This design comes from an exercise in tuning for small area on the open sky130 flow, not from production work. In this exercise RTL edits were held to simulation tests only and were not proved equivalent to the original. Power and IR drop assume default switching activity.

==> flow/design.v (excerpt) <==
module lsc #(
    parameter integer P_TICK_CYCLES        = 1000,   
    parameter integer P_SCL_HALF           = 5,      
    parameter integer P_BUS_TIMEOUT_CYCLES = 100
) (
    input  wire        clk,
    input  wire        rst_n,
    input  wire        psel,
    input  wire        penable,
    input  wire        pwrite,
    input  wire [7:0]  paddr,
    input  wire [31:0] pwdata,
    output reg  [31:0] prdata,
    output wire        pready,
    output wire        pslverr,
    input  wire        scl_i,
    input  wire        sda_i,
    output reg         scl_oe,
    output reg         sda_oe,
    output wire [7:0]  angle_o,
    output reg         angle_stb
);
Size in the first run: ~3100 cells after synthesis, ~92 I/O pins.
Settings: LEC_CHECK=0, ABC_AREA=1, CAP_MARGIN=20, CORE_MARGIN=2, CORE_UTILIZATION=40, PLACE_DENSITY=0.8, SLEW_MARGIN=20; clock period 30.0 ns.
standard.sh (not shown) runs the stock make flow with config.mk's settings and CLKGATE_MAP_FILE= SYNTH_SCRIPT=/design/flow/synth_recipe.tcl, a recipe that flattens the netlist after the stock synthesis.
==> flow/flow/run.sh <==
#!/bin/bash
set -euo pipefail
cd "$(dirname "$0")/.."
W="$(pwd)"
rm -rf "$W/scripts_area"
cp -r "$FLOW_HOME/scripts" "$W/scripts_area"
cp "$W/flow/abc_area.script" "$W/scripts_area/abc_area.script"
bash "$W/standard.sh" \
    SCRIPTS_DIR="$W/scripts_area" \
    "CTS_ARGS=-sink_clustering_enable -repair_clock_nets -dont_use_dummy_load -buf_list sky130_fd_sc_hd__clkbuf_16 -sink_clustering_size 22 -sink_clustering_max_diameter 90" \
    "BUFFER_PORTS_ARGS=-buffer_cell sky130_fd_sc_hd__buf_1" \
    finish > "$W/flow_make.log" 2>&1
==> flow/flow/abc_area.script <==
strash
&get -n
&deepsyn -T 60 -S 7
&put
dch
map -a
strash
dch
amap -m -F 3 -A 8
strash
dch
amap -m -F 3 -A 8
strash
dch
amap -m -F 3 -A 8
strash
dch
amap -m -F 3 -A 8
strash
dch
amap -m -F 3 -A 8
strash
dch
amap -m -F 3 -A 8
strash
dch
amap -m -F 3 -A 8
strash
dch
amap -m -F 3 -A 8
strash
dch
amap -m -F 3 -A 8
topo
Edit:
--- a/flow/flow/run.sh
+++ b/flow/flow/run.sh
@@ -9,3 +9,3 @@
     SCRIPTS_DIR="$W/scripts_area" \
-    "CTS_ARGS=-sink_clustering_enable -repair_clock_nets -dont_use_dummy_load -buf_list sky130_fd_sc_hd__clkbuf_16 -sink_clustering_size 22 -sink_clustering_max_diameter 90" \
+    "CTS_ARGS=-sink_clustering_enable -repair_clock_nets -dont_use_dummy_load -buf_list sky130_fd_sc_hd__clkbuf_16 -sink_clustering_size 20 -sink_clustering_max_diameter 80" \
     "BUFFER_PORTS_ARGS=-buffer_cell sky130_fd_sc_hd__buf_1" \
Settings changed: PLACE_DENSITY 0.8 to not set.
Effect: The changed run produced a clean layout. Design area climbs by 0.74%. Cell count climbs by 0.50%. Wire length climbs by 4.3%. Via count drops by 2.2%. Sequential share of layout area drops by 0.40 points. Global-route usage climbs by 1.5 points. Worst setup slack gains 0.34 ns. Sequential power stays flat. Power climbs by 2.7%. Sequential cell count stays the same. Utilization climbs by 0.33 points.
Edit:
--- a/flow/flow/abc_area.script
+++ b/flow/flow/abc_area.script
@@ -1,5 +1,7 @@
 strash
-&get -n
-&deepsyn -T 60 -S 7
-&put
+ifraig
+dc2
+dch
+map -a
+strash
 dch
@@ -33,2 +35,5 @@
 amap -m -F 3 -A 8
+strash
+dch
+amap -m -F 3 -A 8
 topo
=>
- routed wire length rises by 2.5%
- global-route usage climbs by 0.81 points
- final area increases by 0.91%
- power is higher by 27%
- flip-flop and latch count does not change
- cell count rose by 1.8%
Edit:
--- a/flow/flow/run.sh
+++ b/flow/flow/run.sh
@@ -9,3 +9,3 @@
     SCRIPTS_DIR="$W/scripts_area" \
-    "CTS_ARGS=-sink_clustering_enable -repair_clock_nets -dont_use_dummy_load -buf_list sky130_fd_sc_hd__clkbuf_16 -sink_clustering_size 20 -sink_clustering_max_diameter 80" \
+    "CTS_ARGS=-sink_clustering_enable -repair_clock_nets -dont_use_dummy_load -buf_list sky130_fd_sc_hd__clkbuf_16 -sink_clustering_size 22 -sink_clustering_max_diameter 90" \
     "BUFFER_PORTS_ARGS=-buffer_cell sky130_fd_sc_hd__buf_1" \
--- a/flow/flow/abc_area.script
+++ b/flow/flow/abc_area.script
@@ -1,7 +1,5 @@
 strash
-ifraig
-dc2
-dch
-map -a
-strash
+&get -n
+&deepsyn -T 60 -S 7
+&put
 dch
@@ -35,5 +33,2 @@
 amap -m -F 3 -A 8
-strash
-dch
-amap -m -F 3 -A 8
 topo
Settings changed: PLACE_DENSITY set to 0.7.
The changed run finished with timing, DRC and antenna clean; die area shrinks by 0.79%; maximum frequency increases by 8.2%; routed wire length decreases by 5.6%; via count hardly moves; synthesized cell count decreases by 2.2%; clock skew came out lower by 0.023 ns; setup slack improves by 1.7 ns.

[re-timing with driven ports]
How much do the figures lean on ideal ports? The routed layouts below were timed once more, with nothing changed but the port constraints. Step 1: set_driving_cell puts a clkbuf_16 on clk and a buf_2 on each other input, an assumption about the parent block. Step 2 adds t to the input delays and takes it off the output delays; t is the mean of the earliest and latest rising clock arrival at the registers after step 1. Input paths then give back, and output paths get back, about the clock's delay inside the block. a / b / c = no drivers / after step 1 / after step 2; a / b = the first two.
| run | t (ns) | setup WS [ns] | hold WS [ns] | worst setup path at the end | worst slew at a driven data input, ns |
|---|---|---|---|---|---|
| the first run | 0.683 | 9.332 / 9.332 / 9.332 | 0.480 / 0.480 / 0.480 | register to register | 0.12 |
| the second run | 0.710 | 9.669 / 9.669 / 9.669 | 0.459 / 0.459 / 0.459 | register to register | 0.12 |
| the third run | 0.693 | 7.763 / 7.763 / 7.763 | 0.492 / 0.492 / 0.492 | register to register | 0.08 |
| the fourth run | 0.690 | 9.449 / 9.449 / 9.449 | 0.477 / 0.477 / 0.477 | register to register | 0.11 |
After both steps setup and hold are still met in every run listed.
